Context: an optimization exercise on an open-source flow, tuned for small area, a short achievable clock period and few clock cycles per item. The choices shown serve that exercise and are no tape-out recipe. Function was checked by simulation only, so behaviour that the tests miss may differ from the original. Power figures rest on the tool's default switching activity, not on a simulated workload.

==> flow/design.v <==
module fp_pack (
    input  wire signed [9:0] e,
    input  wire [23:0] mant,
    input  wire        g,
    input  wire        st,
    output wire [30:0] mag,
    output wire        ovf
);
    wire        rup = g & (st | mant[0]);
    wire [7:0]  fld = mant[23] ? e[7:0] : 8'd0;
    wire [31:0] pk  = {1'b0, fld, mant[22:0]} + {31'd0, rup};
    assign ovf = (e > 10'sd254) || (pk[30:23] == 8'hFF);
    assign mag = ovf ? {8'hFF, 23'd0} : pk[30:0];
endmodule
module fp_mul5 (
    input  wire [31:0] a,
    output wire [31:0] y
);
    wire [23:0] m  = {1'b1, a[22:0]};
    wire [26:0] p  = {3'd0, m} + {1'b0, m, 2'd0};
    wire        hi = p[26];
    wire signed [9:0] e = {2'd0, a[30:23]} + (hi ? 10'sd3 : 10'sd2);
    wire [23:0] mt = hi ? p[26:3] : p[25:2];
    wire        g  = hi ? p[2] : p[1];
    wire        st = hi ? (p[1] | p[0]) : p[0];
    wire [30:0] mag;
    wire        ovf;
    fp_pack u_pk (.e(e), .mant(mt), .g(g), .st(st), .mag(mag), .ovf(ovf));
    assign y = (a[30:0] == 31'd0) ? {a[31], 31'd0} : {a[31], mag};
endmodule
module lzc32 (
    input  wire [31:0] x,
    output wire [4:0]  n
);
    wire [15:0] v1;  wire [15:0]  c1;
    wire [7:0]  v2;  wire [15:0]  c2;
    wire [3:0]  v3;  wire [11:0]  c3;
    wire [1:0]  v4;  wire [7:0]   c4;
    genvar i;
    generate
        for (i = 0; i < 16; i = i + 1) begin : l1
            assign v1[i] = x[31-2*i] | x[30-2*i];
            assign c1[i] = ~x[31-2*i];
        end
        for (i = 0; i < 8; i = i + 1) begin : l2
            assign v2[i] = v1[2*i] | v1[2*i+1];
            assign c2[2*i+1:2*i] = v1[2*i] ? {1'b0, c1[2*i]} : {1'b1, c1[2*i+1]};
        end
        for (i = 0; i < 4; i = i + 1) begin : l3
            assign v3[i] = v2[2*i] | v2[2*i+1];
            assign c3[3*i+2:3*i] = v2[2*i] ? {1'b0, c2[4*i+1:4*i]} : {1'b1, c2[4*i+3:4*i+2]};
        end
        for (i = 0; i < 2; i = i + 1) begin : l4
            assign v4[i] = v3[2*i] | v3[2*i+1];
            assign c4[4*i+3:4*i] = v3[2*i] ? {1'b0, c3[6*i+2:6*i]} : {1'b1, c3[6*i+5:6*i+3]};
        end
    endgenerate
    assign n = v4[0] ? {1'b0, c4[3:0]} : {1'b1, c4[7:4]};
endmodule
module fp_add (
    input  wire [31:0] a,
    input  wire [31:0] b,
    output reg  [31:0] y
);
    wire a_nan = (a[30:23] == 8'hFF) && (a[22:0] != 0);
    wire b_nan = (b[30:23] == 8'hFF) && (b[22:0] != 0);
    wire a_inf = (a[30:23] == 8'hFF) && (a[22:0] == 0);
    wire b_inf = (b[30:23] == 8'hFF) && (b[22:0] == 0);
    wire        swap = b[30:0] > a[30:0];
    wire [31:0] x = swap ? b : a;
    wire [31:0] z = swap ? a : b;
    wire [23:0] mx = {x[30:23] != 0, x[22:0]};
    wire [23:0] mz = {z[30:23] != 0, z[22:0]};
    wire [7:0]  ea = (a[30:23] == 0) ? 8'd1 : a[30:23];
    wire [7:0]  eb = (b[30:23] == 0) ? 8'd1 : b[30:23];
    wire [7:0]  ex = swap ? eb : ea;
    wire [7:0]  dab = ea - eb;
    wire [7:0]  dba = eb - ea;
    wire [7:0]  d  = swap ? dba : dab;
    wire [4:0]  sh = (d > 8'd27) ? 5'd27 : d[4:0];
    reg  [26:0] msk;
    reg  [26:0] mk;
    integer k;
    always @* begin
        for (k = 0; k < 27; k = k + 1)
            msk[k] = (k < sh);
    end
    wire [26:0] zal  = {mz, 3'd0} >> sh;
    wire [26:0] zs   = {zal[26:1], zal[0] | (|({mz, 3'd0} & msk))};
    wire [26:0] xs   = {mx, 3'd0};
    wire        sub  = x[31] ^ z[31];
    wire [27:0] sum  = sub ? ({1'b0, xs} - {1'b0, zs}) : ({1'b0, xs} + {1'b0, zs});
    wire [7:0]  lim  = ex - 8'd1;
    always @* begin
        for (k = 0; k < 27; k = k + 1)
            mk[k] = (lim == 8'd26 - k);
    end
    wire [4:0]  lsh;
    lzc32 u_lz (.x({sum[26:0] | mk, 5'b11111}), .n(lsh));
    wire [26:0] nl   = sum[26:0] << lsh;
    wire [26:0] nm   = sum[27] ? {sum[27:2], sum[1] | sum[0]} : nl;
    wire signed [9:0] ne = sum[27] ? ({2'd0, ex} + 10'sd1) : ({2'd0, ex} - {5'd0, lsh});
    wire [30:0] mag;
    wire        ovf;
    fp_pack u_pk (.e(ne), .mant(nm[26:3]), .g(nm[2]), .st(nm[1] | nm[0]), .mag(mag), .ovf(ovf));
    always @* begin
        if (a_nan || b_nan || (a_inf && b_inf && (a[31] != b[31])))
            y = 32'h7FC00000;
        else if (a_inf)
            y = a;
        else if (b_inf)
            y = b;
        else if (sum == 0)
            y = {(a[31] & b[31]), 31'd0};
        else
            y = {x[31], mag};
    end
endmodule
module fp_addp (
    input  wire [30:0] a,
    input  wire [30:0] b,
    output wire [30:0] y
);
    wire        swap = b > a;
    wire [30:0] x = swap ? b : a;
    wire [30:0] z = swap ? a : b;
    wire [23:0] mx = {x[30:23] != 0, x[22:0]};
    wire [23:0] mz = {z[30:23] != 0, z[22:0]};
    wire [7:0]  ea = (a[30:23] == 0) ? 8'd1 : a[30:23];
    wire [7:0]  eb = (b[30:23] == 0) ? 8'd1 : b[30:23];
    wire [7:0]  ex = swap ? eb : ea;
    wire [7:0]  dab = ea - eb;
    wire [7:0]  dba = eb - ea;
    wire [7:0]  d  = swap ? dba : dab;
    wire [4:0]  sh = (d > 8'd27) ? 5'd27 : d[4:0];
    reg  [26:0] msk;
    integer k;
    always @* begin
        for (k = 0; k < 27; k = k + 1)
            msk[k] = (k < sh);
    end
    wire [26:0] zal = {mz, 3'd0} >> sh;
    wire [26:0] zs  = {zal[26:1], zal[0] | (|({mz, 3'd0} & msk))};
    wire [27:0] sum = {1'b0, mx, 3'd0} + {1'b0, zs};
    wire [26:0] nm  = sum[27] ? {sum[27:2], sum[1] | sum[0]} : sum[26:0];
    wire signed [9:0] ne = {2'd0, ex} + (sum[27] ? 10'sd1 : 10'sd0);
    wire [30:0] mag;
    wire        ovf;
    fp_pack u_pk (.e(ne), .mant(nm[26:3]), .g(nm[2]), .st(nm[1] | nm[0]), .mag(mag), .ovf(ovf));
    assign y = (sum == 28'd0) ? 31'd0 : mag;
endmodule
module fp_mul (
    input  wire [23:0] ma,
    input  wire [23:0] mb,
    input  wire signed [9:0] ea,
    input  wire signed [9:0] eb,
    output wire signed [9:0] e_out,
    output wire [30:0] mag,
    output wire        ovf,
    output wire [25:0] q,
    output wire        qs
);
    wire [47:0] p;
    mul24 u_m (.a(ma), .b(mb), .p(p));
    wire [47:0] pn = p[47] ? p : {p[46:0], 1'b0};
    assign e_out = ea + eb - (p[47] ? 10'sd126 : 10'sd127);
    assign q  = pn[47:22];
    assign qs = |pn[21:0];
    fp_pack u_pk (.e(e_out), .mant(pn[47:24]), .g(pn[23]), .st(|pn[22:0]),
                  .mag(mag), .ovf(ovf));
endmodule
module mul24 (
    input  wire [23:0] a,
    input  wire [23:0] b,
    output wire [47:0] p
);
    wire [47:0] pp0 = {24'd0, (a & {24{b[0]}})} << 0;
    wire [47:0] pp1 = {24'd0, (a & {24{b[1]}})} << 1;
    wire [47:0] pp2 = {24'd0, (a & {24{b[2]}})} << 2;
    wire [47:0] pp3 = {24'd0, (a & {24{b[3]}})} << 3;
    wire [47:0] pp4 = {24'd0, (a & {24{b[4]}})} << 4;
    wire [47:0] pp5 = {24'd0, (a & {24{b[5]}})} << 5;
    wire [47:0] pp6 = {24'd0, (a & {24{b[6]}})} << 6;
    wire [47:0] pp7 = {24'd0, (a & {24{b[7]}})} << 7;
    wire [47:0] pp8 = {24'd0, (a & {24{b[8]}})} << 8;
    wire [47:0] pp9 = {24'd0, (a & {24{b[9]}})} << 9;
    wire [47:0] pp10 = {24'd0, (a & {24{b[10]}})} << 10;
    wire [47:0] pp11 = {24'd0, (a & {24{b[11]}})} << 11;
    wire [47:0] pp12 = {24'd0, (a & {24{b[12]}})} << 12;
    wire [47:0] pp13 = {24'd0, (a & {24{b[13]}})} << 13;
    wire [47:0] pp14 = {24'd0, (a & {24{b[14]}})} << 14;
    wire [47:0] pp15 = {24'd0, (a & {24{b[15]}})} << 15;
    wire [47:0] pp16 = {24'd0, (a & {24{b[16]}})} << 16;
    wire [47:0] pp17 = {24'd0, (a & {24{b[17]}})} << 17;
    wire [47:0] pp18 = {24'd0, (a & {24{b[18]}})} << 18;
    wire [47:0] pp19 = {24'd0, (a & {24{b[19]}})} << 19;
    wire [47:0] pp20 = {24'd0, (a & {24{b[20]}})} << 20;
    wire [47:0] pp21 = {24'd0, (a & {24{b[21]}})} << 21;
    wire [47:0] pp22 = {24'd0, (a & {24{b[22]}})} << 22;
    wire [47:0] pp23 = {24'd0, (a & {24{b[23]}})} << 23;
    wire [47:0] s0_0 = pp0 ^ pp1 ^ pp2;
    wire [47:0] c0_0 = {(pp0[46:0] & pp1[46:0]) | (pp0[46:0] & pp2[46:0]) | (pp1[46:0] & pp2[46:0]), 1'b0};
    wire [47:0] s0_1 = pp3 ^ pp4 ^ pp5;
    wire [47:0] c0_1 = {(pp3[46:0] & pp4[46:0]) | (pp3[46:0] & pp5[46:0]) | (pp4[46:0] & pp5[46:0]), 1'b0};
    wire [47:0] s0_2 = pp6 ^ pp7 ^ pp8;
    wire [47:0] c0_2 = {(pp6[46:0] & pp7[46:0]) | (pp6[46:0] & pp8[46:0]) | (pp7[46:0] & pp8[46:0]), 1'b0};
    wire [47:0] s0_3 = pp9 ^ pp10 ^ pp11;
    wire [47:0] c0_3 = {(pp9[46:0] & pp10[46:0]) | (pp9[46:0] & pp11[46:0]) | (pp10[46:0] & pp11[46:0]), 1'b0};
    wire [47:0] s0_4 = pp12 ^ pp13 ^ pp14;
    wire [47:0] c0_4 = {(pp12[46:0] & pp13[46:0]) | (pp12[46:0] & pp14[46:0]) | (pp13[46:0] & pp14[46:0]), 1'b0};
    wire [47:0] s0_5 = pp15 ^ pp16 ^ pp17;
    wire [47:0] c0_5 = {(pp15[46:0] & pp16[46:0]) | (pp15[46:0] & pp17[46:0]) | (pp16[46:0] & pp17[46:0]), 1'b0};
    wire [47:0] s0_6 = pp18 ^ pp19 ^ pp20;
    wire [47:0] c0_6 = {(pp18[46:0] & pp19[46:0]) | (pp18[46:0] & pp20[46:0]) | (pp19[46:0] & pp20[46:0]), 1'b0};
    wire [47:0] s0_7 = pp21 ^ pp22 ^ pp23;
    wire [47:0] c0_7 = {(pp21[46:0] & pp22[46:0]) | (pp21[46:0] & pp23[46:0]) | (pp22[46:0] & pp23[46:0]), 1'b0};
    wire [47:0] s1_8 = s0_0 ^ c0_0 ^ s0_1;
    wire [47:0] c1_8 = {(s0_0[46:0] & c0_0[46:0]) | (s0_0[46:0] & s0_1[46:0]) | (c0_0[46:0] & s0_1[46:0]), 1'b0};
    wire [47:0] s1_9 = c0_1 ^ s0_2 ^ c0_2;
    wire [47:0] c1_9 = {(c0_1[46:0] & s0_2[46:0]) | (c0_1[46:0] & c0_2[46:0]) | (s0_2[46:0] & c0_2[46:0]), 1'b0};
    wire [47:0] s1_10 = s0_3 ^ c0_3 ^ s0_4;
    wire [47:0] c1_10 = {(s0_3[46:0] & c0_3[46:0]) | (s0_3[46:0] & s0_4[46:0]) | (c0_3[46:0] & s0_4[46:0]), 1'b0};
    wire [47:0] s1_11 = c0_4 ^ s0_5 ^ c0_5;
    wire [47:0] c1_11 = {(c0_4[46:0] & s0_5[46:0]) | (c0_4[46:0] & c0_5[46:0]) | (s0_5[46:0] & c0_5[46:0]), 1'b0};
    wire [47:0] s1_12 = s0_6 ^ c0_6 ^ s0_7;
    wire [47:0] c1_12 = {(s0_6[46:0] & c0_6[46:0]) | (s0_6[46:0] & s0_7[46:0]) | (c0_6[46:0] & s0_7[46:0]), 1'b0};
    wire [47:0] s2_13 = s1_8 ^ c1_8 ^ s1_9;
    wire [47:0] c2_13 = {(s1_8[46:0] & c1_8[46:0]) | (s1_8[46:0] & s1_9[46:0]) | (c1_8[46:0] & s1_9[46:0]), 1'b0};
    wire [47:0] s2_14 = c1_9 ^ s1_10 ^ c1_10;
    wire [47:0] c2_14 = {(c1_9[46:0] & s1_10[46:0]) | (c1_9[46:0] & c1_10[46:0]) | (s1_10[46:0] & c1_10[46:0]), 1'b0};
    wire [47:0] s2_15 = s1_11 ^ c1_11 ^ s1_12;
    wire [47:0] c2_15 = {(s1_11[46:0] & c1_11[46:0]) | (s1_11[46:0] & s1_12[46:0]) | (c1_11[46:0] & s1_12[46:0]), 1'b0};
    wire [47:0] s3_16 = s2_13 ^ c2_13 ^ s2_14;
    wire [47:0] c3_16 = {(s2_13[46:0] & c2_13[46:0]) | (s2_13[46:0] & s2_14[46:0]) | (c2_13[46:0] & s2_14[46:0]), 1'b0};
    wire [47:0] s3_17 = c2_14 ^ s2_15 ^ c2_15;
    wire [47:0] c3_17 = {(c2_14[46:0] & s2_15[46:0]) | (c2_14[46:0] & c2_15[46:0]) | (s2_15[46:0] & c2_15[46:0]), 1'b0};
    wire [47:0] s4_18 = s3_16 ^ c3_16 ^ s3_17;
    wire [47:0] c4_18 = {(s3_16[46:0] & c3_16[46:0]) | (s3_16[46:0] & s3_17[46:0]) | (c3_16[46:0] & s3_17[46:0]), 1'b0};
    wire [47:0] s4_19 = c3_17 ^ c1_12 ^ c0_7;
    wire [47:0] c4_19 = {(c3_17[46:0] & c1_12[46:0]) | (c3_17[46:0] & c0_7[46:0]) | (c1_12[46:0] & c0_7[46:0]), 1'b0};
    wire [47:0] s5_20 = s4_18 ^ c4_18 ^ s4_19;
    wire [47:0] c5_20 = {(s4_18[46:0] & c4_18[46:0]) | (s4_18[46:0] & s4_19[46:0]) | (c4_18[46:0] & s4_19[46:0]), 1'b0};
    wire [47:0] s6_21 = s5_20 ^ c5_20 ^ c4_19;
    wire [47:0] c6_21 = {(s5_20[46:0] & c5_20[46:0]) | (s5_20[46:0] & c4_19[46:0]) | (c5_20[46:0] & c4_19[46:0]), 1'b0};
    assign p = s6_21 + c6_21;
endmodule
module fp_div #(parameter STEPS = 4) (
    input  wire        clk,
    input  wire        rst,
    input  wire        start,
    input  wire [30:0] a,
    input  wire [30:0] b,
    input  wire        take,
    output reg         busy,
    output wire        done,
    output wire [30:0] y
);
    localparam NB = 28;                     
    reg  [24:0] rem;
    reg  [23:0] dv;
    reg  [NB-1:0] q;
    reg  [4:0]  cnt;
    reg  signed [9:0] qe;
    reg         fin;                        
    reg         sat;                        
    reg  [30:0] sat_v;
    wire [23:0] ma = {1'b1, a[22:0]};
    wire [23:0] mb = {1'b1, b[22:0]};
    wire        ma_lt = ma < mb;
    wire signed [9:0] e0 = {2'd0, a[30:23]} - {2'd0, b[30:23]} + 10'sd127
                           - (ma_lt ? 10'sd1 : 10'sd0);
    reg [24:0] r;
    reg [25:0] df;
    reg [NB-1:0] qq;
    integer k;
    always @* begin
        r  = rem;
        qq = q;
        for (k = 0; k < STEPS; k = k + 1) begin
            df = {1'b0, r} - {2'b0, dv};
            if (!df[25]) begin
                r  = df[24:0];
                qq = {qq[NB-2:0], 1'b1};
            end else begin
                qq = {qq[NB-2:0], 1'b0};
            end
            r = {r[23:0], 1'b0};
        end
    end
    wire [30:0] mag;
    wire        ovf;
    fp_pack u_pk (.e(qe), .mant(q[NB-1:NB-24]), .g(q[NB-25]),
                  .st((|q[NB-26:0]) | (rem != 0)), .mag(mag), .ovf(ovf));
    assign done = fin;
    assign y = sat ? sat_v : ((mag >= 31'h3F800000) ? 31'h3F800000 : mag);
    always @(posedge clk) begin
        if (rst) begin
            busy <= 1'b0;
            fin  <= 1'b0;
        end else if (start) begin
            busy <= 1'b1;
            rem  <= ma_lt ? {ma, 1'b0} : {1'b0, ma};
            dv   <= mb;
            q    <= {NB{1'b0}};
            qe   <= e0;
            cnt  <= 5'd0;
            if (a == 31'd0) begin
                sat <= 1'b1; sat_v <= 31'd0; fin <= 1'b1;
            end else if (e0 >= 10'sd127) begin
                sat <= 1'b1; sat_v <= 31'h3F800000; fin <= 1'b1;
            end else begin
                sat <= 1'b0; fin <= 1'b0;
            end
        end else if (busy) begin
            if (take) begin
                busy <= 1'b0;
                fin  <= 1'b0;
            end else if (!fin) begin
                rem <= r;
                q   <= qq;
                cnt <= cnt + STEPS;
                if (cnt + STEPS >= NB) fin <= 1'b1;
            end
        end
    end
endmodule
module blep_rom (
    input  wire [5:0]  idx,
    output reg  [31:0] e,
    output reg  [31:0] de
);
    always @* begin
        case (idx)
            6'd0: begin e = 32'hBF7FFFB7; de = 32'h37E18000; end
            6'd1: begin e = 32'hBF7FFDF4; de = 32'h38CA8000; end
            6'd2: begin e = 32'hBF7FF7A0; de = 32'h398A6000; end
            6'd3: begin e = 32'hBF7FE654; de = 32'h3A1F1800; end
            6'd4: begin e = 32'hBF7FBE8E; de = 32'h3AA1EC00; end
            6'd5: begin e = 32'hBF7F6D98; de = 32'h3B163300; end
            6'd6: begin e = 32'hBF7ED765; de = 32'h3B815700; end
            6'd7: begin e = 32'hBF7DD4B7; de = 32'h3BD16980; end
            6'd8: begin e = 32'hBF7C31E4; de = 32'h3C20CA00; end
            6'd9: begin e = 32'hBF79AEBC; de = 32'h3C6BB4C0; end
            6'd10: begin e = 32'hBF75FFE9; de = 32'h3CA5B9A0; end
            6'd11: begin e = 32'hBF70D21C; de = 32'h3CE05EA0; end
            6'd12: begin e = 32'hBF69CF27; de = 32'h3D12A2E0; end
            6'd13: begin e = 32'hBF60A4F9; de = 32'h3D396EC0; end
            6'd14: begin e = 32'hBF550E0D; de = 32'h3D6334C0; end
            6'd15: begin e = 32'hBF46DAC1; de = 32'h3D870130; end
            6'd16: begin e = 32'hBF35FA9B; de = 32'h3D9BB108; end
            6'd17: begin e = 32'hBF22847A; de = 32'h3DAE3F60; end
            6'd18: begin e = 32'hBF0CBC8E; de = 32'h3DBD2C58; end
            6'd19: begin e = 32'hBEEA2E06; de = 32'h3DC703B8; end
            6'd20: begin e = 32'hBEB86D18; de = 32'h3DCA8224; end
            6'd21: begin e = 32'hBE85CC8F; de = 32'h3DC6BA34; end
            6'd22: begin e = 32'hBE283C04; de = 32'h3DBB357E; end
            6'd23: begin e = 32'hBD95428A; de = 32'h3DA80D20; end
            6'd24: begin e = 32'h3C1654B4; de = 32'h3D8DF618; end
            6'd25: begin e = 32'h3DA0C0AE; de = 32'h3D5C7D64; end
            6'd26: begin e = 32'h3E077FB0; de = 32'h3D1577EC; end
            6'd27: begin e = 32'h3E2CDDAB; de = 32'h3C969EE0; end
            6'd28: begin e = 32'h3E3FB187; de = 32'h3A390F00; end
            6'd29: begin e = 32'h3E406A96; de = 32'hBC7BAB80; end
            6'd30: begin e = 32'h3E30AFDE; de = 32'hBCEB67E0; end
            6'd31: begin e = 32'h3E1342E2; de = 32'hBD1DEE5E; end
            6'd32: begin e = 32'h3DD78E95; de = 32'hBD354C58; end
            6'd33: begin e = 32'h3D79D0D2; de = 32'hBD3AF615; end
            6'd34: begin e = 32'h3C7B6AF5; de = 32'hBD2F9FE6; end
            6'd35: begin e = 32'hBCE18A51; de = 32'hBD15776C; end
            6'd36: begin e = 32'hBD831E4A; de = 32'hBCDFD30C; end
            6'd37: begin e = 32'hBDBB130D; de = 32'hBC868DC8; end
            6'd38: begin e = 32'hBDDCB67F; de = 32'hBBA28A50; end
            6'd39: begin e = 32'hBDE6DF24; de = 32'h3BC20BD0; end
            6'd40: begin e = 32'hBDDABE67; de = 32'h3C790400; end
            6'd41: begin e = 32'hBDBB9DE7; de = 32'h3CB4D468; end
            6'd42: begin e = 32'hBD8E68CD; de = 32'h3CD56508; end
            6'd43: begin e = 32'hBD321F16; de = 32'h3CDCDC5F; end
            6'd44: begin e = 32'hBC8761CD; de = 32'h3CCC9D1A; end
            6'd45: begin e = 32'h3C0A7699; de = 32'h3CA87352; end
            6'd46: begin e = 32'h3CEDAE9E; de = 32'h3C6C05D8; end
            6'd47: begin e = 32'h3D31D8C5; de = 32'h3BF02238; end
            6'd48: begin e = 32'h3D4FDD0C; de = 32'h3942FA00; end
            6'd49: begin e = 32'h3D50A006; de = 32'hBBCC3330; end
            6'd50: begin e = 32'h3D3719A0; de = 32'hBC38E4A4; end
            6'd51: begin e = 32'h3D08E077; de = 32'hBC6E50AE; end
            6'd52: begin e = 32'h3C9A9897; de = 32'hBC81AAC4; end
            6'd53: begin e = 32'h3B476E97; de = 32'hBC78EAD7; end
            6'd54: begin e = 32'hBC470F31; de = 32'hBC53914F; end
            6'd55: begin e = 32'hBCCD5040; de = 32'hBC1A7904; end
            6'd56: begin e = 32'hBD0D4661; de = 32'hBBACCE20; end
            6'd57: begin e = 32'hBD22E025; de = 32'hBA841340; end
            6'd58: begin e = 32'hBD2700BF; de = 32'h3B3B3EE0; end
            6'd59: begin e = 32'hBD1B4CD1; de = 32'h3BC1B948; end
            6'd60: begin e = 32'hBD0315A8; de = 32'h3C014888; end
            6'd61: begin e = 32'hBCC5870C; de = 32'h3C0E57EB; end
            6'd62: begin e = 32'hBC7CB62D; de = 32'h3C08DDB2; end
            6'd63: begin e = 32'hBBE7B0F7; de = 32'h3BE7B0F7; end
            default: begin e = 32'h0; de = 32'h0; end
        endcase
    end
endmodule
module rn_osc (
    input  wire        clk,
    input  wire        rst,
    input  wire        cmd_valid,
    input  wire [1:0]  cmd_op,
    input  wire [31:0] cmd_data,
    output wire        cmd_ready,
    output reg         out_valid,
    output reg  [31:0] out_sq,
    output reg  [31:0] out_saw
);
    localparam [1:0] OP_SETF = 2'd0, OP_PROC = 2'd1, OP_RESET = 2'd2;
    localparam [1:0] K_NONE = 2'd0, K_HALF = 2'd1, K_WRAP = 2'd2;
    localparam [31:0] F_ONE     = 32'h3F800000;
    localparam [31:0] F_M_ONE   = 32'hBF800000;
    localparam [31:0] F_HALF    = 32'h3F000000;
    localparam [30:0] F_INC_MAX = 31'h3EB33333;    
    reg        a_v;
    reg [1:0]  a_op;
    reg [23:0] a_m;
    reg signed [9:0] a_e;
    reg        a_neg, a_zero, a_inf, a_nan;
    reg        a_unf;                       
    reg [25:0] u_q;
    reg        u_s;
    reg signed [9:0] u_e;
    reg [23:0] f_m;
    reg signed [9:0] f_e;
    reg        f_zero, f_inf;
    reg        i_v;
    reg        i_rst;                       
    reg [30:0] inc;
    reg [30:0] phase;
    reg        s_sub;                       
    reg [30:0] s_r;
    reg        s_wrap;
    reg [30:0] s_inc;                       
    reg        r_v;
    reg        r_rst;
    reg [30:0] r_p1;
    reg [1:0]  r_kind;
    reg  [23:0] mul_ma, mul_mb;
    reg  signed [9:0] mul_ea, mul_eb;
    wire signed [9:0] mul_e;
    wire [30:0] mul_mag;
    wire        mul_ovf;
    wire [25:0] mul_q;
    wire        mul_qs;
    fp_mul u_mul (.ma(mul_ma), .mb(mul_mb), .ea(mul_ea), .eb(mul_eb),
                  .e_out(mul_e), .mag(mul_mag), .ovf(mul_ovf), .q(mul_q), .qs(mul_qs));
    reg        t_v;
    reg        t_fin;                       
    reg [5:0]  t_i;
    reg [23:0] t_fm;
    reg signed [9:0] t_fe;
    reg        t_fz;
    reg [1:0]  t_kind;
    reg  [31:0] t_de;
    wire t_mul = t_v && !t_fin;
    always @* begin
        if (t_mul) begin
            mul_ma = t_fm;                  mul_ea = t_fe;
            mul_mb = {1'b1, t_de[22:0]};    mul_eb = {2'd0, t_de[30:23]};
        end else begin
            mul_ma = f_m;                   mul_ea = f_e;
            mul_mb = a_m;                   mul_eb = a_e;
        end
    end
    wire a_norm = a_v && (a_op == OP_SETF || a_op == OP_PROC) &&
                  !a_zero && !a_inf && !a_nan && !a_m[23];
    wire a_pos  = !a_neg && !a_zero && !a_nan;
    reg  [30:0] a_inc;
    reg         a_inc_unf;                  
    always @* begin
        a_inc_unf = 1'b0;
        if (f_zero || !a_pos)
            a_inc = 31'd0;
        else if (f_inf || a_inf)
            a_inc = F_INC_MAX;
        else if (mul_e < 10'sd1) begin
            a_inc = 31'd0;
            a_inc_unf = 1'b1;
        end else if (mul_ovf || mul_mag >= F_INC_MAX)
            a_inc = F_INC_MAX;
        else
            a_inc = mul_mag;
    end
    wire [30:0] u_mag;
    wire        u_ovf;
    fp_pack u_upk (.e(10'sd1), .mant(u_q[25:2]), .g(u_q[1]), .st(u_q[0] | u_s),
                   .mag(u_mag), .ovf(u_ovf));
    wire [31:0] s_sum;
    assign s_sum[31] = 1'b0;
    fp_addp u_adds (.a(phase), .b(inc), .y(s_sum[30:0]));
    wire        s_ge1   = &s_sum[29:23];
    wire        s_half  = (phase[30:24] != 7'b0111111) && (&s_sum[29:24]);
    wire [4:0]  x_lz;
    lzc32 u_xlz (.x({s_r[22:0], 9'h1FF}), .n(x_lz));
    wire [22:0] x_f   = s_r[22:0] << (x_lz + 5'd1);
    wire [7:0]  x_exp = s_r[30:23] - 8'd1 - {3'd0, x_lz};
    wire [30:0] x_sub = (s_r[22:0] == 23'd0) ? 31'd0 : {x_exp, x_f};
    wire        div_busy, div_done;
    wire [30:0] div_y;
    wire        div_start = s_fin;
    wire        div_take;
    fp_div #(.STEPS(4)) u_div (.clk(clk), .rst(rst), .start(div_start),
                  .a(x_sub), .b(s_inc), .take(div_take), .busy(div_busy),
                  .done(div_done), .y(div_y));
    wire r_take;
    wire r_free_w = !r_v || r_take;
    wire i_done   = i_v && !s_sub && r_free_w;
    wire i_free   = !i_v || i_done;
    wire s_fin    = s_sub && r_free_w && !div_busy;
    wire r_load   = (i_done && (i_rst || !(s_ge1 || s_half))) || s_fin;
    wire a_busy   = a_norm || a_unf;
    wire signed [10:0] a_esum = {f_e[9], f_e} + {a_e[9], a_e};
    wire a_unf_may = !f_zero && !f_inf && a_pos && !a_inf && (a_esum < 11'sd128);
    wire a_done   = a_v && !a_busy &&
                    ((a_op == OP_SETF) || (a_op == 2'd3) ||
                     (a_op == OP_RESET && i_free) ||
                     (a_op == OP_PROC && i_free && !t_mul && !a_unf_may));
    assign cmd_ready = !a_v || a_done;
    always @(posedge clk) begin
        if (rst) begin
            a_v    <= 1'b0;
            a_unf  <= 1'b0;
            i_v    <= 1'b0;
            s_sub  <= 1'b0;
            r_v    <= 1'b0;
            phase  <= 31'd0;
            f_zero <= 1'b1;
            f_inf  <= 1'b0;
        end else begin
            if (cmd_valid && cmd_ready) begin
                a_v    <= 1'b1;
                a_op   <= cmd_op;
                a_m    <= {cmd_data[30:23] != 8'd0, cmd_data[22:0]};
                a_e    <= (cmd_data[30:23] == 8'd0) ? 10'sd1 : {2'd0, cmd_data[30:23]};
                a_neg  <= cmd_data[31];
                a_zero <= (cmd_data[30:0] == 31'd0);
                a_inf  <= (cmd_data[30:23] == 8'hFF) && (cmd_data[22:0] == 23'd0);
                a_nan  <= (cmd_data[30:23] == 8'hFF) && (cmd_data[22:0] != 23'd0);
            end else if (a_done) begin
                a_v <= 1'b0;
            end else if (a_norm) begin
                a_m <= {a_m[22:0], 1'b0};
                a_e <= a_e - 10'sd1;
            end else if (a_v && a_op == OP_PROC && !a_unf && !t_mul && a_unf_may) begin
                a_unf <= 1'b1;
                u_q   <= mul_q;
                u_s   <= mul_qs;
                u_e   <= mul_e;
            end else if (a_unf) begin
                if (u_e < 10'sd1) begin
                    u_q <= {1'b0, u_q[25:1]};
                    u_s <= u_s | u_q[0];
                    u_e <= u_e + 10'sd1;
                end else if (i_free) begin
                    a_unf <= 1'b0;
                    a_v   <= 1'b0;
                end
            end
            if (a_done && a_op == OP_SETF) begin
                if (a_neg || a_zero || a_nan) begin
                    f_zero <= 1'b1;
                    f_inf  <= 1'b0;
                end else begin
                    f_zero <= 1'b0;
                    f_inf  <= a_inf;
                    f_m    <= a_m;
                    f_e    <= a_e;
                end
            end
            if (a_done && a_op == OP_RESET) begin
                i_v   <= 1'b1;
                i_rst <= 1'b1;
            end else if (a_done && a_op == OP_PROC) begin
                i_v   <= 1'b1;
                i_rst <= 1'b0;
                inc   <= a_inc;
            end else if (a_unf && !(u_e < 10'sd1) && i_free) begin
                i_v   <= 1'b1;
                i_rst <= 1'b0;
                inc   <= u_mag;
            end else if (i_done) begin
                i_v <= 1'b0;
            end
            if (i_done && i_rst) begin
                phase  <= 31'd0;
                r_rst  <= 1'b1;
            end else if (i_done) begin
                if (s_ge1 || s_half) begin
                    s_sub  <= 1'b1;
                    s_r    <= s_sum[30:0];
                    s_wrap <= s_ge1;
                    s_inc  <= inc;
                end else begin
                    phase  <= s_sum[30:0];
                    r_rst  <= 1'b0;
                    r_p1   <= s_sum[30:0];
                    r_kind <= K_NONE;
                end
            end else if (s_fin) begin
                s_sub  <= 1'b0;
                phase  <= s_wrap ? x_sub : s_r;
                r_rst  <= 1'b0;
                r_p1   <= s_wrap ? x_sub : s_r;
                r_kind <= s_wrap ? K_WRAP : K_HALF;
            end
            if (r_load)
                r_v <= 1'b1;
            else if (r_take)
                r_v <= 1'b0;
        end
    end
    reg  [1:0]  hk [0:7];                   
    reg  [30:0] hd [0:7];                   
    reg         cur_v;                      
    reg  [7:0]  cur_pend;                   
    reg  [30:0] cur_p1;
    reg         m_v, m_fin;
    reg  [31:0] m_ei, m_pr;
    reg         m_fz;
    reg  [1:0]  m_kind;
    reg         e_v, e_fin, e_nsqn;
    reg  [31:0] e_vv;                       
    reg  [1:0]  e_kind;
    reg  [31:0] csq, csaw;
    reg         p_v;
    reg  [31:0] p_sq, p_saw;
    reg  [2:0]  iss_a;
    integer n;
    always @* begin
        iss_a = 3'd0;
        for (n = 0; n < 8; n = n + 1)
            if (cur_pend[n]) iss_a = n[2:0];
    end
    wire        pend_any = (cur_pend != 8'd0);
    wire        iss_eval = cur_v && pend_any && ((iss_a != 3'd0) || div_done);
    wire        iss_fin  = cur_v && !pend_any;
    assign div_take = iss_eval && (iss_a == 3'd0);
    assign r_take   = r_v && (!cur_v || iss_fin);
    wire        take_p  = r_take && !r_rst;
    wire [30:0] iss_d   = (iss_a == 3'd0) ? div_y : hd[iss_a];
    wire [5:0]  tf_i;
    wire [23:0] tf_m;
    wire signed [9:0] tf_e;
    wire        tf_z;
    blep_tfr u_tfr (.d(iss_d), .j(iss_a), .i(tf_i), .fm(tf_m), .fe(tf_e), .fz(tf_z));
    wire [31:0] rom1_e, rom1_de;
    blep_rom u_rom1 (.idx(tf_i), .e(rom1_e), .de(rom1_de));
    wire [31:0] rom2_e, rom2_de;
    blep_rom u_rom2 (.idx(t_i), .e(rom2_e), .de(rom2_de));
    wire [30:0] m_p1 = m_pr[30:0];
    wire [31:0] p1x2 = (m_p1[30:23] == 8'd0) ? {1'b0, m_p1[29:0], 1'b0}
                                             : {1'b0, m_p1[30:23] + 8'd1, m_p1[22:0]};
    wire [31:0] ae_a = m_fin ? p1x2 : m_ei;
    wire [31:0] ae_b = m_fin ? F_M_ONE : (m_fz ? 32'd0 : m_pr);
    wire [31:0] ae_y;
    fp_add u_adde (.a(ae_a), .b(ae_b), .y(ae_y));
    wire [31:0] e2 = (ae_y[30:0] == 31'd0) ? ae_y : {ae_y[31], ae_y[30:23] + 8'd1, ae_y[22:0]};
    wire [31:0] vsq  = (e_kind == K_WRAP) ? e_vv : {~e_vv[31], e_vv[30:0]};
    wire [31:0] vsaw = {~e_vv[31], e_vv[30:0]};
    wire [31:0] aq_b = e_fin ? (e_nsqn ? F_M_ONE : F_ONE) : vsq;
    wire [31:0] aw_b = e_fin ? e_vv : vsaw;
    wire [31:0] aq_y, aw_y;
    fp_add u_addq (.a(csq),  .b(aq_b), .y(aq_y));
    fp_add u_addw (.a(csaw), .b(aw_b), .y(aw_y));
    wire [31:0] sq5, saw5;
    fp_mul5 u_m5q (.a(p_sq),  .y(sq5));
    fp_mul5 u_m5w (.a(p_saw), .y(saw5));
    always @(posedge clk) begin
        if (rst) begin
            for (n = 0; n < 8; n = n + 1) hk[n] <= K_NONE;
            cur_v <= 1'b0;
            t_v   <= 1'b0;
            m_v   <= 1'b0;
            e_v   <= 1'b0;
            p_v   <= 1'b0;
            csq   <= 32'd0;
            csaw  <= 32'd0;
            out_valid <= 1'b0;
        end else begin
            if (iss_eval)
                cur_pend[iss_a] <= 1'b0;
            if (iss_fin)
                cur_v <= 1'b0;
            if (r_take) begin
                if (r_rst) begin
                    for (n = 0; n < 8; n = n + 1) hk[n] <= K_NONE;
                end else begin
                    hk[0] <= r_kind;
                    for (n = 1; n < 8; n = n + 1) begin
                        hk[n] <= hk[n-1];
                        hd[n] <= hd[n-1];
                    end
                    cur_v    <= 1'b1;
                    cur_p1   <= r_p1;
                    cur_pend <= {hk[6] != K_NONE, hk[5] != K_NONE, hk[4] != K_NONE,
                                 hk[3] != K_NONE, hk[2] != K_NONE, hk[1] != K_NONE,
                                 hk[0] != K_NONE, r_kind != K_NONE};
                end
            end
            t_v <= iss_eval || iss_fin;
            if (iss_eval) begin
                t_fin  <= 1'b0;
                t_i    <= tf_i;
                t_fm   <= tf_m;
                t_fe   <= tf_e;
                t_fz   <= tf_z;
                t_kind <= hk[iss_a];
                t_de   <= rom1_de;
                if (iss_a == 3'd0) hd[0] <= div_y;
            end else if (iss_fin) begin
                t_fin  <= 1'b1;
                t_de   <= {1'b0, cur_p1};
            end
            m_v <= t_v;
            if (t_v) begin
                m_fin  <= t_fin;
                m_ei   <= rom2_e;
                m_pr   <= t_fin ? t_de : {t_de[31], mul_mag};
                m_fz   <= t_fz;
                m_kind <= t_kind;
            end
            e_v <= m_v;
            if (m_v) begin
                e_fin  <= m_fin;
                e_nsqn <= (m_p1[30:23] >= 8'd126);
                e_vv   <= m_fin ? ae_y : e2;
                e_kind <= m_kind;
            end
            p_v <= e_v && e_fin;
            if (e_v) begin
                if (e_fin) begin
                    p_sq  <= aq_y;
                    p_saw <= aw_y;
                    csq   <= 32'd0;
                    csaw  <= 32'd0;
                end else begin
                    csq <= aq_y;
                    if (e_kind == K_WRAP) csaw <= aw_y;
                end
            end
            out_valid <= p_v;
            if (p_v) begin
                out_sq  <= sq5;
                out_saw <= saw5;
            end
        end
    end
endmodule
module blep_tfr (
    input  wire [30:0] d,
    input  wire [2:0]  j,
    output reg  [5:0]  i,
    output reg  [23:0] fm,
    output reg  signed [9:0] fe,
    output reg         fz
);
    wire [7:0]  de = d[30:23];
    wire [23:0] dm = {1'b1, d[22:0]};
    wire        dz = (d == 31'd0);
    wire [7:0]  dsh = 8'd127 - de;
    wire [4:0]  dsc = (dsh > 8'd27) ? 5'd27 : dsh[4:0];
    reg  [26:0] dmsk;
    integer q;
    always @* begin
        for (q = 0; q < 27; q = q + 1)
            dmsk[q] = (q < dsc);
    end
    wire [26:0] dw  = {dm, 3'd0} >> dsc;
    wire [26:0] D   = dz ? 27'd0 : dw;
    wire        Ds  = !dz && (|({dm, 3'd0} & dmsk));
    reg  [23:0] R;                          
    reg         g, st, lsb;
    always @* begin
        if (j == 3'd1) begin                
            lsb = D[3]; g = D[2]; st = D[1] | D[0] | Ds;
            R = D[26:3] + {23'd0, g & (st | lsb)};
        end else if (j[2:1] == 2'b01) begin  
            lsb = D[4]; g = D[3]; st = (|D[2:0]) | Ds;
            R = ({D[26:4], 1'b0}) + {22'd0, g & (st | lsb), 1'b0};
        end else begin                      
            lsb = D[5]; g = D[4]; st = (|D[3:0]) | Ds;
            R = ({D[26:5], 2'b0}) + {21'd0, g & (st | lsb), 2'b0};
        end
    end
    reg  [6:0]  ip;                         
    reg  [22:0] F;                          
    reg         fone;
    wire [4:0]  lz;
    lzc32 u_flz (.x({F, 9'h1FF}), .n(lz));
    always @* begin
        fone = 1'b0;
        if (j == 3'd0) begin
            ip = {3'd0, D[26:23]};
            F  = D[22:0];
        end else begin
            ip = {1'b0, j, 3'd0} + {3'd0, R[23:20]};
            F  = {R[19:0], 3'd0};
        end
        if (ip > 7'd63) begin
            i = 6'd63;
            fone = 1'b1;
        end else begin
            i = ip[5:0];
        end
        if (fone) begin
            fm = 24'h800000; fe = 10'sd127; fz = 1'b0;
        end else if (j == 3'd0 && de < 8'd124) begin
            fm = dm; fe = {2'd0, de} + 10'sd3; fz = dz;
        end else begin
            fm = {F, 1'b0} << lz;
            fe = 10'sd126 - {5'd0, lz};
            fz = (F == 23'd0);
        end
    end
endmodule
==> flow/run.sh <==
#!/bin/bash
# synth_recipe.tcl (not shown) runs the flow's synth.tcl, then flattens the netlist and writes it again
# the make line also repeats each setting of config.mk as NAME=value (left out here)
make -C /OpenROAD-flow-scripts/flow DESIGN_CONFIG=/design/flow/config.mk WORK_HOME=/design/flow/orfs CLKGATE_MAP_FILE= SYNTH_SCRIPT=/design/flow/synth_recipe.tcl finish
==> flow/config.mk <==
export PLATFORM = sky130hd
export DESIGN_NAME = rn_osc
export DESIGN_NICKNAME = rn_osc
export VERILOG_FILES = /design/flow/design.v
export SDC_FILE = /design/flow/constraint.sdc
export NUM_CORES = 4
export LEC_CHECK = 0
export CAP_MARGIN = 20
export CORE_MARGIN = 2
export CORE_UTILIZATION = 40
export SETUP_SLACK_MARGIN = 5
export SLEW_MARGIN = 20
==> flow/constraint.sdc <==
create_clock -name core_clock -period 20.0 [get_ports {clk}]
set_input_delay 4.0000 -clock core_clock [delete_from_list [all_inputs] [get_ports {clk}]]
set_output_delay 4.0000 -clock core_clock [all_outputs]
set_load 0.01 [all_outputs]
==> results of run 1 <==
==> metrics by stage <==
step | instance area [sq um] | total power, mW
floorplan | 127000 | 8.66
global placement | 133000 | 11.5
detailed placement | 133000 | 11.6
CTS | 139000 | 14.2
global route | 143000 | 15.3
finish | 143000 | 14.3
==> state kept, by name, indices dropped and copies added, names as in the netlist, 26 cells and up <==
signal,cells
hd,248
csaw,32
csq,32
e_vv,32
m_pr,32
out_saw,32
out_sq,32
p_saw,32
p_sq,32
t_de,32
cur_p1,31
inc,31
phase,31
r_p1,31
s_inc,31
s_r,31
m_ei,28
u_div.q,28
u_q,26
==> worst max-delay path: cells and delay by family (launching register included) <==
| family | cells | cell delay, ns |
|---|---|---|
| mux | 2 | 0.56 |
| compound gates | 84 | 12.66 |
| fa+ha+maj | 4 | 0.89 |
| simple gates | 17 | 2.09 |
| buf+inv | 5 | 0.52 |
| flops | 1 | 0.44 |
==> Yosys cell counts, types with 209 or more instances <==
cell	instances
o21ai_0	903
inv_1	1128
a211oi_1	216
o211ai_1	209
a21oi_1	1068
a21o_1	234
ha_1	797
xnor2_1	389
nor3_1	483
edfxtp_1	921
nand3_1	431
fa_1	513
nand2_1	1854
nor2_1	1920
clkbuf_1	695
mux2i_1	425
==> kinds of logic after synthesis <==
logic type      count (synthesis)  synth area share (%)
fa+ha+maj                    1312                  15.9
simple gates                 6110                  22.4
compound gates               4323                  22.8
buf+inv                      2072                  6.39
flops                        1047                  23.7
other cells                     2               0.00591
xor+xnor                      594                  4.12
mux                           552                  4.64
==> final timing paths <==
path	slack, ns	to	start
max	2.54	u_div.rem[13]	u_div.dv[1]
min	0.41	hd[1][15]	hd[0][15]
max reg2reg	2.54	u_div.rem[13]	u_div.dv[1]
min reg2reg	0.41	hd[1][15]	hd[0][15]
==> repair_timing <==
action                     CTS  global route
setup endpoints to repair  424           418
setup buffers              124           175
gates cloned                10            17
gates resized for setup    191           372
pin swaps                   75           149
==> power groups by stage <==
| stage | logic (mW) | clock network, mW | registers (mW) |
|---|---|---|---|
| 6_report | 9.38 | 2.51 | 2.45 |
| 5_1_grt | 10.2 | 2.63 | 2.45 |
| 4_1_cts | 9.16 | 2.56 | 2.45 |
| 3_5_place_dp | 9.06 | 0 | 2.50 |
| 3_3_place_gp | 9.03 | 0 | 2.50 |
| 2_1_floorplan | 6.17 | 0 | 2.48 |
==> area by class of cell <==
cell class	count	share of cell area, %
flip-flops and latches	1047	21.2
inverters	1144	3.04
clock buffers	169	2.59
repair buffers	757	4.74
well taps	4160	3.65
diodes	3	0.00527
multi-input cells	12907	64.2
clock inverters	75	0.564
==> routing by layer <==
metal | routed length [um] | vias to the layer above | track usage [%]
met5 | 47 | - | 0
met4 | 24900 | 8 | 12.6
met3 | 42800 | 1232 | 3.96
met2 | 219000 | 6131 | 45.8
met1 | 202000 | 60574 | 38.9
li1 | - | 57747 | -
==> results.txt, run 1 <==
status complete, no violations; Gate power share 65.4%; Setup CP Type reg2reg; Vias 125692; die span in x 568 um; Max FO, Critical Path 5; commonest non-fill, non-tap cell in the layout nor2_1; top cells by area, synth edfxtp_1, fa_1, ha_1; Gate Count Post-Synth 16012; Synth async-reset ratio 0%; Clk pwr share 17.5%; Die Area 322000 sq um; most frequent cell on the critical path o21ai_2; Final nets 17340; Core Util, Final 45.2%; CTS H-Tree Depth 4; initial DRC count 15016; Synth top area share 21.8%; sequential share of power 17.1%; Critical Path Max Stage Delay 0.44 ns; setup TNS 0 ns; initial antenna violation count 11; DRC viols 0; hold buffers post-CTS 0; leakage dissipation 56.6 nW; Finished Layout Cells 20262; Post-Syn Area 127000 sq um; Syn-to-layout area delta 12.1%; Max-Cap Viols 0; cell at the slowest stage of the critical path edfxtp_1; Tot GR Track Use 28.8%; Sw Pwr 7.28 mW; ANT nets after route 0; grt ovf 0; fin worst setup slack 2.54 ns; worst skew pair latency 0.89 ns; Reg2Reg Depth 112; Post-synth EDFFs 921; global-route wire length before repair 730 mm; maximum clock path buffer count 4; Clock Skew 0.117 ns; Ys Warns 8; Peak VDD IR 0.564 mV; # IOs 103; clock root cell clkbuf_16; Synth cell types 155; proportion of layout cells with a drive suffix above 1 10.9%; Main synth FF type edfxtp_1; number of global-route vias before repair 116649; Critical Path End Type flip-flop; sequential area share after synthesis 23.7%; crit start category flip-flop; CP required 20.53 ns; Worst-path clk slew 0.06 ns; Tcrit/Tclk final 87.3%; starting density of the core 40.3%; # port buffers 102; Die Span Y 568 um; Detail Placement HPWL 369 mm; cell internal pwr 7.07 mW; syn avg cell area 7.94 sq um; Worst-Margin Slew 1.24 ns; RSZ-0062 raised after global routing true; cell taking the most area after synthesis edfxtp_1; HP Class reg2reg; fmax 57.3 MHz; commonest non-fill, non-tap cells in the layout nor2_1, nand2_1, inv_1; CTS sink count 1047; # setup viols final 0; CP arrival 17.98 ns; largest net degree at the start of global routing 175; area of the multi-input gates 91600 sq um; hold_ws 0.410 ns; switch share 50.8%; Cells on Worst Hold Path 0; Max-slew headroom 16.7%; DP Worst Slack 1.18 ns; final WL 489 mm; drt pass-1 iters 8; core area 315000 sq um; Cell Rows 206; Slew Limit Fails 0; Via density 6.20; final hold violations 0; placed cell count 19685; Fillers 31590; CTS tree yes; pwr dens 101 nW/um^2; cts bufs inserted 136; Yosys reg bits 1047; Final min period 17.46 ns; register area 30200 sq um; gp weighted congestion 1.02; wire per inst 24.1 um
Testbench counts, summed over its fixed seeds: cycles 62,319, samples 31,502.
==> inputs of run 2 (changes only) <==
--- a/flow/design.v
+++ b/flow/design.v
@@ -246,3 +246,3 @@
 endmodule
-module fp_div #(parameter STEPS = 4) (
+module fp_div #(parameter STEPS = 3) (
     input  wire        clk,
@@ -257,5 +257,6 @@
 );
-    localparam NB = 28;                     
-    reg  [24:0] rem;
-    reg  [23:0] dv;
+    localparam NB = 30;                     
+    reg  [24:0] R;                          
+    reg  [24:0] D;                          
+    reg  [26:0] D3;                         
     reg  [NB-1:0] q;
@@ -265,3 +266,3 @@
     reg         sat;                        
-    reg  [30:0] sat_v;
+    reg         sat1;
     wire [23:0] ma = {1'b1, a[22:0]};
@@ -271,4 +272,5 @@
                            - (ma_lt ? 10'sd1 : 10'sd0);
-    reg [24:0] r;
-    reg [25:0] df;
+    reg [24:0]  r;
+    reg [26:0]  r4;
+    reg [27:0]  d1, d2, d3;
     reg [NB-1:0] qq;
@@ -276,13 +278,18 @@
     always @* begin
-        r  = rem;
+        r  = R;
         qq = q;
         for (k = 0; k < STEPS; k = k + 1) begin
-            df = {1'b0, r} - {2'b0, dv};
-            if (!df[25]) begin
-                r  = df[24:0];
-                qq = {qq[NB-2:0], 1'b1};
+            r4 = {r, 2'b00};
+            d1 = {1'b0, r4} - {3'b0, D};
+            d2 = {1'b0, r4} - {2'b0, D, 1'b0};
+            d3 = {1'b0, r4} - {1'b0, D3};
+            if (!d3[27]) begin
+                r = d3[24:0]; qq = {qq[NB-3:0], 2'd3};
+            end else if (!d2[27]) begin
+                r = d2[24:0]; qq = {qq[NB-3:0], 2'd2};
+            end else if (!d1[27]) begin
+                r = d1[24:0]; qq = {qq[NB-3:0], 2'd1};
             end else begin
-                qq = {qq[NB-2:0], 1'b0};
+                r = r4[24:0]; qq = {qq[NB-3:0], 2'd0};
             end
-            r = {r[23:0], 1'b0};
         end
@@ -292,5 +299,6 @@
     fp_pack u_pk (.e(qe), .mant(q[NB-1:NB-24]), .g(q[NB-25]),
-                  .st((|q[NB-26:0]) | (rem != 0)), .mag(mag), .ovf(ovf));
+                  .st((|q[NB-26:0]) | (R != 0)), .mag(mag), .ovf(ovf));
     assign done = fin;
-    assign y = sat ? sat_v : ((mag >= 31'h3F800000) ? 31'h3F800000 : mag);
+    assign y = sat ? (sat1 ? 31'h3F800000 : 31'd0)
+                   : ((mag >= 31'h3F800000) ? 31'h3F800000 : mag);
     always @(posedge clk) begin
@@ -301,4 +309,5 @@
             busy <= 1'b1;
-            rem  <= ma_lt ? {ma, 1'b0} : {1'b0, ma};
-            dv   <= mb;
+            R    <= ma_lt ? {ma, 1'b0} : {1'b0, ma};
+            D    <= {mb, 1'b0};
+            D3   <= {2'b0, mb, 1'b0} + {1'b0, mb, 2'b0};
             q    <= {NB{1'b0}};
@@ -307,5 +316,5 @@
             if (a == 31'd0) begin
-                sat <= 1'b1; sat_v <= 31'd0; fin <= 1'b1;
+                sat <= 1'b1; sat1 <= 1'b0; fin <= 1'b1;
             end else if (e0 >= 10'sd127) begin
-                sat <= 1'b1; sat_v <= 31'h3F800000; fin <= 1'b1;
+                sat <= 1'b1; sat1 <= 1'b1; fin <= 1'b1;
             end else begin
@@ -318,6 +327,6 @@
             end else if (!fin) begin
-                rem <= r;
+                R   <= r;
                 q   <= qq;
-                cnt <= cnt + STEPS;
-                if (cnt + STEPS >= NB) fin <= 1'b1;
+                cnt <= cnt + 2 * STEPS;
+                if (cnt + 2 * STEPS >= NB) fin <= 1'b1;
             end
@@ -506,3 +515,3 @@
     wire        div_take;
-    fp_div #(.STEPS(4)) u_div (.clk(clk), .rst(rst), .start(div_start),
+    fp_div #(.STEPS(3)) u_div (.clk(clk), .rst(rst), .start(div_start),
                   .a(x_sub), .b(s_inc), .take(div_take), .busy(div_busy),
==> results.txt, run 2 <==
worst skew pair latency 0.87 ns (-0.02 ns); Setup CP Type reg2reg; maximum clock path buffer count 4 (unchanged); Largest Register hd; # IOs 103 (unchanged); core area 334000 sq um (+5.8%); Synth async-reset ratio 0% (unchanged); placed cell areas 140000 sq um (+5.2%); Pwr Total 15.7 mW (+9.1%); GR peak layer met2; Main synth FF type edfxtp_1; commonest non-fill, non-tap cell in the layout nor2_1; Worst-path clk slew 0.06 ns (about the same); pwr dens 106 nW/um^2 (+5.2%); Reg2Reg Depth 54 (-52%); Worst-Margin Slew 1.33 ns (+0.0937 ns); Syn-to-layout area delta 10.1%; gp weighted congestion 1.03 (+0.83%); Final min period 14.54 ns (-2.92 ns); status complete, no violations; drt pass-1 iters 9 (+1); grt met2 use 45.3% (-0.56 points); starting density of the core 40.2% (-0.088 points); Final nets 18097 (+4.4%); Clock Skew 0.0812 ns (-0.0361 ns); sequential area share after synthesis 23.1% (-0.62 points); leakage dissipation 58.6 nW (+3.7%); fin worst setup slack 5.46 ns (+2.92 ns); cts bufs inserted 136 (unchanged); CP arrival 15.07 ns (-2.91 ns); largest net degree at the start of global routing 91 (-48%); Critical Path Max Stage Delay 0.64 ns (+0.20 ns); HP Class reg2reg; CP top delay family compound AO/OA/AOI/OAI gates; number of global-route vias before repair 122362 (+4.9%); Via density 6.24 (+0.52%); Core Util, Final 44.3% (-0.89 points); clock root cell clkbuf_16; placed cell count 20683 (+5.1%); global-route wire length before repair 769 mm (+5.4%); Die Span Y 583 um (+2.7%); cell at the slowest stage of the critical path a21oi_1; syn avg cell area 7.98 sq um (+0.45%); Finished Cell Area 148000 sq um (+3.7%); Ys Warns 8 (unchanged); ANT nets after route 0 (unchanged); hold_sp hd[0][20]; Synth top area share 21.2% (-0.52 points); Synth cell types 152 (-1.9%); Largest register FFs 248 (unchanged); commonest cells in the netlist nor2_1, nand2_1, inv_1; CTS sink count 1075 (+2.7%); Max FO, Critical Path 36 (+31); Max-Cap Viols 0 (unchanged); Yosys reg bits 1075 (+2.7%); RR Startpoint m_pr[25]; Clk pwr share 16.5% (-1.0 points); final WL 514 mm (+5.1%); CP required 20.53 ns (about the same); hold_ws 0.414 ns (+0.00413 ns); Max-slew headroom 10.5% (-6.2 points); Reg-to-Reg End e_vv[5]; M3 GR Usage 4.23% (+0.28 points); cell internal pwr 7.46 mW (+5.6%); CTS H-Tree Depth 4 (unchanged); R2R setup slack 5.46 ns (+2.92 ns); Die Area 340000 sq um (+5.5%); Tcrit/Tclk final 72.7% (-15 points); Cell Rows 212 (+2.9%); Peak VDD IR 0.611 mV (+8.3%); Critical Path End Type flip-flop; proportion of layout cells with a drive suffix above 1 9.20% (-1.7 points); switch share 52.3% (+1.6 points); commonest non-fill, non-tap cells in the layout nor2_1, nand2_1, inv_1; top cells by area, synth edfxtp_1, ha_1, fa_1; Slew Limit Fails 0 (unchanged); wire per inst 24.3 um (+0.91%); DRC viols 0 (unchanged); Post-synth EDFFs 949 (+3.0%); Cells on Worst Hold Path 0 (unchanged); Detail Placement HPWL 393 mm (+6.3%); crit start category flip-flop; RSZ-0062 raised after global routing false; fmax 68.8 MHz (+20%); initial DRC count 16006 (+6.6%); DP Worst Slack 2.38 ns (+1.20 ns); GR Util met1 38.9% (about the same); CTS tree yes; setup TNS 0 ns (unchanged); cell taking the most area after synthesis edfxtp_1; Finished Layout Cells 21102 (+4.1%); grt ovf 0 (unchanged); # port buffers 102 (unchanged); Post-Syn Area 134000 sq um (+5.5%); Sw Pwr 8.19 mW (+13%); CP Buf/Inv Count 6 (+1); final hold violations 0 (unchanged); hold path endpoint hd[1][20]; sequential share of power 16.2% (-0.9 points); Vias 131577 (+4.7%); die span in x 583 um (+2.7%); Tot GR Track Use 28.9% (+0.092 points); # setup viols final 0 (unchanged); top-count cell post-synth nor2_1; initial antenna violation count 10 (-1); Gate power share 67.4% (+2.0 points); Gate Count Post-Synth 16824 (+5.1%)
[run 2: cell types whose count changed in the layout (fill, tap and decap cells not counted), sizes merged, moves of 97 or more]
cell and delta:
a21oi +141, buf -183, ha +140, inv +137, mux2 +97, o21ai +131
[run 2: kinds of logic (layout without fill, tap and decap cells)]
logic type                 count (synthesis)  in the layout  share of synthesized area, %
AOI/OAI and AO/OA                       4661           4663                          22.8
xor gates and xnor gates                 693            693                          4.53
adders and majority gates               1453           1453                          16.4
buffers and inverters                   2231           2108                          6.54
DFF                                     1075           1075                          23.1
muxes                                    667            667                          5.32
other                                      2              9                       0.00560
and+or+nand+nor                         6042           6047                          21.2
[run 2: area by class of cell]
type | instances | area (sq um)
diodes | 3 | 7.51
clock buffers | 174 | 3730
clock inverters | 68 | 812
fillers | 33350 | 186000
inverters | 1294 | 4900
multi-input cells | 13529 | 96700
flip-flops and latches | 1075 | 31000
well taps | 4387 | 5490
repair buffers | 571 | 5120
repair inverters | 1 | 5.00
[run 2: per-layer routing]
metal / up-vias / wire length (um) / part of all wire [%]
met4: 18 / 28800 / 5.6
met2: 6755 / 227000 / 44
met1: 62960 / 213000 / 41
met5: - / 161 / 0.031
met3: 1391 / 44500 / 8.7
li1: 60453 / - / -
[run 2: power by group through the flow]
stage	Sequential (mW)	Clock [mW]	Combinational, mW
6_report	2.53	2.58	10.5
5_1_grt	2.53	2.70	11.4
4_1_cts	2.53	2.62	10.2
3_5_place_dp	2.57	0	10.1
3_3_place_gp	2.57	0	10.1
2_1_floorplan	2.56	0	6.70
[run 2: worst max-delay path by stage]
| stage | slack, ns | depth (start not counted) | end | start |
|---|---|---|---|---|
| global route | 4.94 | 65 | e_vv[30] | m_pr[24] |
| global placement | 2.09 | 47 | csq[0] | e_fin |
| CTS | 5.01 | 67 | e_vv[28] | m_pr[24] |
| floorplan | 4.96 | 72 | s_inc[0] | inc[1] |
| finish | 5.46 | 54 | e_vv[5] | m_pr[25] |
| detailed placement | 2.38 | 48 | csq[0] | e_fin |
[run 2: timing repair]
item / 4_1_cts / 5_1_grt
hold endpoints to repair: 0 / 0
gates resized for setup: 203 / 286
setup buffers: 63 / 88
hold buffers: 0 / 0
cloned: 9 / 14
pin swaps: 32 / 88
setup endpoints to repair: 392 / 384
Testbench counts of run 2, summed over its fixed seeds: cycles 57,680, samples 31,502.
==> inputs of run 3 (changes only) <==
--- a/flow/design.v
+++ b/flow/design.v
@@ -10,3 +10,5 @@
     wire [7:0]  fld = mant[23] ? e[7:0] : 8'd0;
-    wire [31:0] pk  = {1'b0, fld, mant[22:0]} + {31'd0, rup};
+    wire [31:0] pk;
+    wire        pk_co;
+    add_ks #(.W(32)) u_inc (.a({1'b0, fld, mant[22:0]}), .b(32'd0), .ci(rup), .s(pk), .co(pk_co));
     assign ovf = (e > 10'sd254) || (pk[30:23] == 8'hFF);
@@ -19,3 +21,5 @@
     wire [23:0] m  = {1'b1, a[22:0]};
-    wire [26:0] p  = {3'd0, m} + {1'b0, m, 2'd0};
+    wire [26:0] p;
+    wire        p_co;
+    add_ks #(.W(27)) u_add (.a({3'd0, m}), .b({1'b0, m, 2'd0}), .ci(1'b0), .s(p), .co(p_co));
     wire        hi = p[26];
@@ -59,2 +63,31 @@
 endmodule
+module add_ks #(parameter W = 32) (
+    input  wire [W-1:0] a,
+    input  wire [W-1:0] b,
+    input  wire         ci,
+    output wire [W-1:0] s,
+    output wire         co
+);
+    localparam L = (W < 32) ? 5 : 6;            
+    wire [W:0] g [0:L];
+    wire [W:0] p [0:L];
+    assign g[0] = {a & b, ci};
+    assign p[0] = {a ^ b, 1'b0};
+    genvar l, i;
+    generate
+        for (l = 0; l < L; l = l + 1) begin : lv
+            for (i = 0; i <= W; i = i + 1) begin : bt
+                if (i >= (1 << l)) begin : m
+                    assign g[l+1][i] = g[l][i] | (p[l][i] & g[l][i-(1<<l)]);
+                    assign p[l+1][i] = p[l][i] & p[l][i-(1<<l)];
+                end else begin : c
+                    assign g[l+1][i] = g[l][i];
+                    assign p[l+1][i] = p[l][i];
+                end
+            end
+        end
+    endgenerate
+    assign s  = p[0][W:1] ^ g[L][W-1:0];
+    assign co = g[L][W];
+endmodule
 module fp_add (
@@ -68,3 +101,6 @@
     wire b_inf = (b[30:23] == 8'hFF) && (b[22:0] == 0);
-    wire        swap = b[30:0] > a[30:0];
+    wire [30:0] cmp_s;
+    wire        a_ge_b;
+    add_ks #(.W(31)) u_cmp (.a(a[30:0]), .b(~b[30:0]), .ci(1'b1), .s(cmp_s), .co(a_ge_b));
+    wire        swap = !a_ge_b;
     wire [31:0] x = swap ? b : a;
@@ -91,3 +127,5 @@
     wire        sub  = x[31] ^ z[31];
-    wire [27:0] sum  = sub ? ({1'b0, xs} - {1'b0, zs}) : ({1'b0, xs} + {1'b0, zs});
+    wire [27:0] sum;
+    wire        sum_co;
+    add_ks #(.W(28)) u_sum (.a({1'b0, xs}), .b(sub ? ~{1'b0, zs} : {1'b0, zs}), .ci(sub), .s(sum), .co(sum_co));
     wire [7:0]  lim  = ex - 8'd1;
@@ -123,3 +161,6 @@
 );
-    wire        swap = b > a;
+    wire [30:0] cmp_s;
+    wire        a_ge_b;
+    add_ks #(.W(31)) u_cmp (.a(a), .b(~b), .ci(1'b1), .s(cmp_s), .co(a_ge_b));
+    wire        swap = !a_ge_b;
     wire [30:0] x = swap ? b : a;
@@ -143,3 +184,5 @@
     wire [26:0] zs  = {zal[26:1], zal[0] | (|({mz, 3'd0} & msk))};
-    wire [27:0] sum = {1'b0, mx, 3'd0} + {1'b0, zs};
+    wire [27:0] sum;
+    wire        sum_co;
+    add_ks #(.W(28)) u_sum (.a({1'b0, mx, 3'd0}), .b({1'b0, zs}), .ci(1'b0), .s(sum), .co(sum_co));
     wire [26:0] nm  = sum[27] ? {sum[27:2], sum[1] | sum[0]} : sum[26:0];
@@ -433,5 +476,4 @@
     reg        a_unf;                       
-    reg [25:0] u_q;
+    reg [1:0]  u_lo;                       
     reg        u_s;
-    reg signed [9:0] u_e;
     reg [23:0] f_m;
@@ -478,3 +520,3 @@
     end
-    wire a_norm = a_v && (a_op == OP_SETF || a_op == OP_PROC) &&
+    wire a_norm = a_v && !a_unf && (a_op == OP_SETF || a_op == OP_PROC) &&
                   !a_zero && !a_inf && !a_nan && !a_m[23];
@@ -499,3 +541,3 @@
     wire        u_ovf;
-    fp_pack u_upk (.e(10'sd1), .mant(u_q[25:2]), .g(u_q[1]), .st(u_q[0] | u_s),
+    fp_pack u_upk (.e(10'sd1), .mant(a_m), .g(u_lo[1]), .st(u_lo[0] | u_s),
                    .mag(u_mag), .ovf(u_ovf));
@@ -559,10 +601,11 @@
                 a_unf <= 1'b1;
-                u_q   <= mul_q;
+                a_m   <= mul_q[25:2];
+                u_lo  <= mul_q[1:0];
                 u_s   <= mul_qs;
-                u_e   <= mul_e;
+                a_e   <= mul_e;
             end else if (a_unf) begin
-                if (u_e < 10'sd1) begin
-                    u_q <= {1'b0, u_q[25:1]};
-                    u_s <= u_s | u_q[0];
-                    u_e <= u_e + 10'sd1;
+                if (a_e < 10'sd1) begin
+                    {a_m, u_lo} <= {1'b0, a_m, u_lo[1]};
+                    u_s <= u_s | u_lo[0];
+                    a_e <= a_e + 10'sd1;
                 end else if (i_free) begin
@@ -590,3 +633,3 @@
                 inc   <= a_inc;
-            end else if (a_unf && !(u_e < 10'sd1) && i_free) begin
+            end else if (a_unf && !(a_e < 10'sd1) && i_free) begin
                 i_v   <= 1'b1;
--- a/flow/config.mk
+++ b/flow/config.mk
@@ -7,2 +7,3 @@
 export LEC_CHECK = 0
+export ABC_AREA = 1
 export CAP_MARGIN = 20
==> results.txt, run 3 <==
Critical Path Max Stage Delay 0.56 ns (-0.08 ns); placed cell areas 129000 sq um (-7.4%); adder-cell share of the synthesized area 16.7% (+0.25 points); Yosys reg bits 1041 (-3.2%); Gate Count Post-Synth 17828 (+6.0%); Main synth FF type edfxtp_1; Fillers 32791 (-1.7%); Slew Limit Fails 0 (unchanged); Final nets 18964 (+4.8%); gp weighted congestion 1.00 (-2.5%); fmax 71.5 MHz (+4.0%); commonest non-fill, non-tap cells in the layout nand2_1, inv_1, nor2_1; top-count cell post-synth nand2_1; initial DRC count 12475 (-22%); Ys Warns 12 (+4); Worst-path clk slew 0.07 ns (about the same); RSZ-0062 raised after global routing false; initial antenna violation count 14 (+4); CP Buf/Inv Count 14 (+8); Worst-Margin Slew 1.23 ns (-0.101 ns); proportion of layout cells with a drive suffix above 1 5.90% (-3.3 points); hold_sp r_p1[26]; CTS H-Tree Depth 3 (-1); Vias 122857 (-6.6%); grt ovf 0 (unchanged); status complete, no violations; post-synthesis simple-gate area fraction 29.2% (+8.0 points); HP Class reg2reg; # port buffers 102 (unchanged); DRC viols 0 (unchanged); drt pass-1 iters 8 (-1); final hold violations 0 (unchanged); DP Worst Slack 3.98 ns (+1.60 ns); sequential area share after synthesis 24.0% (+0.86 points); Synth top area share 22.0% (+0.73 points); die span in x 563 um (-3.4%); Max-slew headroom 17.4% (+6.9 points); Max-Cap Viols 0 (unchanged); CP arrival 14.64 ns (-0.43 ns); commonest non-fill, non-tap cell in the layout nand2_1; largest net degree at the start of global routing 99 (+8.8%); CTS tree yes; CP top delay family simple AND/OR/NAND/NOR gates; largest family of logic cells by synthesized area simple AND/OR/NAND/NOR gates; Critical Path End Type flip-flop; syn avg cell area 7.02 sq um (-12%); Largest register FFs 248 (unchanged); number of global-route vias before repair 115192 (-5.9%); Via density 5.63 (-9.6%)
==> run 3: changes by cell type in the layout (fill, tap and decap cells not counted), moves of 156 or more <==
cell / change
nand2b_1: -166
nor2b_1: -156
buf_4: -239
nand3_1: +1028
o21ai_0: +170
a21o_1: -170
mux2_2: -198
nor3_1: -218
mux2i_1: -359
xnor2_1: -299
nand2_1: +2223
xor2_1: +233
inv_1: +1099
==> run 3: cell type report <==
class,instances,area [sq um],area share (%)
Antenna cell,2,5.00,0.00374
Clock inverter,77,820,0.612
Tap cell,4140,5180,3.87
Timing Repair Buffer,289,2550,1.91
Timing Repair inverter,2,12.5,0.00934
Sequential cell,1041,30000,22.4
Inverter,2504,9480,7.07
Multi-Input combinational cell,13606,82700,61.7
Clock buffer,144,3200,2.39
==> run 3: path summary, 6_finish.rpt <==
check	slack (ns)	cells past startpoint	end
worst min-delay path	0.40	0	cur_p1[26]
worst max-delay path	6.02	75	inc[5]
worst max register to register	6.02	75	inc[5]
worst min register to register	0.40	0	cur_p1[26]
==> run 3: worst register-to-register path, delay by kind of cell, from the launching register on <==
family	cells	cell delay, ns
buf+inv	14	2.07
xor+xnor	1	0.16
compound gates	7	1.45
simple gates	44	5.84
flops	1	0.38
fa+ha+maj	9	3.81
==> run 3: report_power, final <==
part / internal (mW) / switching (mW)
Sequential: 2.42 / 0.0203
Combinational: 3.04 / 6.58
Clock: 1.29 / 0.995
Total: 6.75 / 7.60
==> run 3: kinds of logic (layout without fill, tap and decap cells) <==
logic type | after synthesis | after routing
adders and majority gates | 1360 | 1360
other | 2 | 7
buffers and inverters | 3187 | 3016
muxes | 30 | 30
and+or+nand+nor | 8323 | 8325
DFF | 1041 | 1041
AOI/OAI and AO/OA | 3263 | 3264
xor gates and xnor gates | 622 | 622
==> run 3: metal layers <==
layer	vias up	global-route usage, %	routed length, um
met4	8	13.0	24300
li1	59018	-	-
met3	954	3.81	33100
met1	57931	37.8	199000
met5	-	0	306
met2	4946	46.5	212000
==> run 3: repair_timing <==
| action | in CTS | in global routing |
|---|---|---|
| setup buffers | 5 | 10 |
| pin swaps | 1 | 4 |
| setup endpoints to repair | 30 | 285 |
| gates resized for setup | 30 | 99 |
| gates cloned | 1 | 4 |
==> run 3: per-stage QoR <==
step                std cells  utilization (%)  hold WS (ns)
global route            21805             43.0         0.397
floorplan               17831                -         0.400
detailed placement      21559             41.5         0.405
CTS                     21786             42.8         0.394
global placement        21558             41.5         0.401
finish                  21805             43.0         0.399
Testbench counts of run 3, summed over its fixed seeds: cycles 57,680, samples 31,502.

re-timing with driven ports:
The results above use ideal ports. As a check the final layouts listed here were re-extracted and re-timed, cells and wires unchanged.
Step 1 assumes that a clkbuf_16 drives the clock port and a buf_2 every other input.
Step 2 also shifts input and output timing later by t, the mid clock arrival at the registers, as if the neighbouring blocks saw the same clock.
Slacks: ideal / step 1 / step 2; pairs: ideal / step 1.
run | t, ns | slack for setup (ns)
run 1 | 0.943 | 2.545 / 2.545 / 2.545
run 2 | 0.922 | 5.462 / 5.462 / 5.462
run 3 | 0.986 | 6.020 / 6.020 / 6.020
After both steps every run listed still meets setup and hold.
